Context: an optimization exercise on an open-source flow, tuned for small area, a short achievable clock period and few clock cycles. The choices shown serve that exercise and are no tape-out recipe.
At most, simulation tests tie the RTL to the original design; equivalence was not proved.
No activity file was given, so power comes from the tool's default toggle rates.

== the reference run ==
==> flow/design.v (excerpt) <==
module w25n_encoder (
    input  wire        clk,
    input  wire        rst,
    input  wire        req_valid,
    output wire        req_ready,
    input  wire [31:0] req_word0,
    input  wire [31:0] req_a,
    input  wire [31:0] req_b,
    input  wire        din_valid,
    output wire        din_ready,
    input  wire [7:0]  din_data,
    output reg         dout_valid,
    output wire [7:0]  dout_data,
    output reg         res_valid,
    output wire [7:0]  res_kind,
    output wire [31:0] res_info,
    output wire [23:0] res_rec,
    output reg         bus_valid,
    output reg  [7:0]  bus_tx,
    output reg         bus_last,
    input  wire        bus_ready,
    input  wire [7:0]  bus_rx,
    input  wire        bus_err
);
Size in the first run: ~1,700 cells after synthesis, ~200 I/O pins, ~14,000 um2 of cells after synthesis.
clock: 10.0 ns
lec_check: 0
cap_margin: 20
core_margin: 2
core_utilization: 40
setup_slack_margin: 5
slew_margin: 20
standard.sh (not shown) runs the stock make flow with config.mk's settings and CLKGATE_MAP_FILE= SYNTH_SCRIPT=/design/flow/synth_recipe.tcl, a recipe that flattens the netlist after the stock synthesis.
==> flow/flow/run.sh <==
#!/bin/bash
# Own layout flow: the standard flow, with a stronger setup-repair target
# (a larger slack margin) for the steps after synthesis. Synthesis is the
# standard one, unchanged. Each tool's output goes to its own log here.
set -euo pipefail
MARGIN=$(cat flow/margin.txt)
PORTBUF=$(cat flow/portbuf.txt 2>/dev/null || true)

# 1. standard synthesis, unchanged
bash standard.sh synth > synth.log 2>&1

# 2. the rest of the standard flow with the larger margin
sed -e "s/SETUP_SLACK_MARGIN=[^ ]*/SETUP_SLACK_MARGIN=${MARGIN}/" standard.sh > layout.sh
grep -q "SETUP_SLACK_MARGIN=${MARGIN}" layout.sh
if [[ -n "$PORTBUF" ]]; then
  export BUFFER_PORTS_ARGS="-buffer_cell ${PORTBUF}"
fi
bash layout.sh finish > layout.log 2>&1
test -f out/final.def
==> flow/flow/margin.txt <==
6.5
Input-level comparison between the trial run and the reference run:
==> flow/flow/portbuf.txt (new file) <==
sky130_fd_sc_hd__buf_2
[summary]
Clock network power share came out higher on the trial run than on the reference run. Final critical delay including setup and external delays ends up higher on the reference run. The trial run ended with more number of design-rule violations left by the first detailed-router iteration than the reference run. Looking at met2 routing resource usage after global routing across the reference run and the trial run, the one that comes out higher is the reference run. Going from the reference run to the trial run, routed wire length decreased about 4%; achievable clock frequency rose by about 3.6%; global-route wire length before repair moved down.
No run of this note included a check of the RTL's function; only the layout flow was run.

Setup of pepper:
Another version of the RTL of w25n_encoder (not shown whole).
For scale: about 1,500 cells after synthesis, roughly 170 flip-flops, roughly 200 I/O pins, ~0.013 mm^2 of cells after synthesis.
clock: 10.0 ns
lec_check: 0
cap_margin: 20
core_margin: 2
core_utilization: 50
setup_slack_margin: 5
slew_margin: 20
tns_end_percent: 0
==> flow/flow/portbuf.txt <==
sky130_fd_sc_hd__buf_2
Scripts as last shown in full above: flow/flow/run.sh, flow/flow/margin.txt
Testbench counts of pepper, summed over its fixed seeds: cycles 368,569.
Here is what was changed in the inputs of cedar compared with pepper.
Settings: CORE_UTILIZATION: 50 -> 40; SLEW_MARGIN: 20 -> 10; CTS_BUF_LIST: unset -> sky130_fd_sc_hd__clkbuf_4 sky130_fd_sc_hd__clkbuf_8; CAP_MARGIN: 20 -> 10.
==> flow/flow/portbuf.txt <==
sky130_fd_sc_hd__buf_1
--- outcome ---
Every stage of the flow completed for cedar, and the final layout passed the timing, DRC and antenna checks.
Going from pepper to cedar, the clock-pin transition on the worst setup and hold timing paths was found to have gone up by 0.04 ns.
For cedar, the source of the critical timing path was B[7], unlike pepper, where it was B[3].
NOTE routed wire length pepper->cedar increased slightly
The lower pin slew with the least headroom to its limit of cedar and pepper is in cedar.
Taking pepper as 1.0, cedar lands at 0.878 on leakage power.
Sort cedar and pepper by number of placement rows, ascending, and pepper comes first.
Of cedar and pepper, the lower combined global-route utilization of all metal layers belongs to cedar.
cedar against pepper: largest fanout on the critical path picked up an extra 1; tap cell count picked up an extra 66.

-- separate check: timing with driven ports --
No port has a modelled driver above. Below, the same layouts with a new extraction and two added sets of constraints.
Step 1 (the two cells are an assumption about what drives the block):
set clk [get_ports {clk}]
set_driving_cell -lib_cell sky130_fd_sc_hd__clkbuf_16 $clk
set_driving_cell -lib_cell sky130_fd_sc_hd__buf_2 [delete_from_list [all_inputs] $clk]
Step 2 adds t to the input delays and takes it off the output delays; t is the mean of the earliest and latest rising clock arrival at the registers after step 1. Input paths then give back, and output paths get back, about the clock's delay inside the block.
Three values: ideal ports, drivers, drivers and shift; two values: the first two.
run	shift t [ns]	slack for setup (ns)	hold slack, ns	worst register clock-pin slew, ns	worst slew at a driven data input, ns
the reference run	0.522	5.652 / 5.652 / 5.600	0.406 / 0.406 / 0.406	0.08 / 0.08	0.05
the trial run	0.520	5.801 / 5.801 / 5.390	0.409 / 0.409 / 0.409	0.09 / 0.09	0.05
pepper	0.484	6.435 / 6.384 / 6.116	0.442 / 0.442 / 0.442	0.08 / 0.08	0.05
cedar	0.532	6.368 / 6.319 / 5.896	0.431 / 0.431 / 0.431	0.12 / 0.12	0.05
After both steps every run listed still meets setup and hold. For cedar, which loses most, drivers alone change the setup slack by -0.049 ns; drivers and shift together by -0.472 ns.
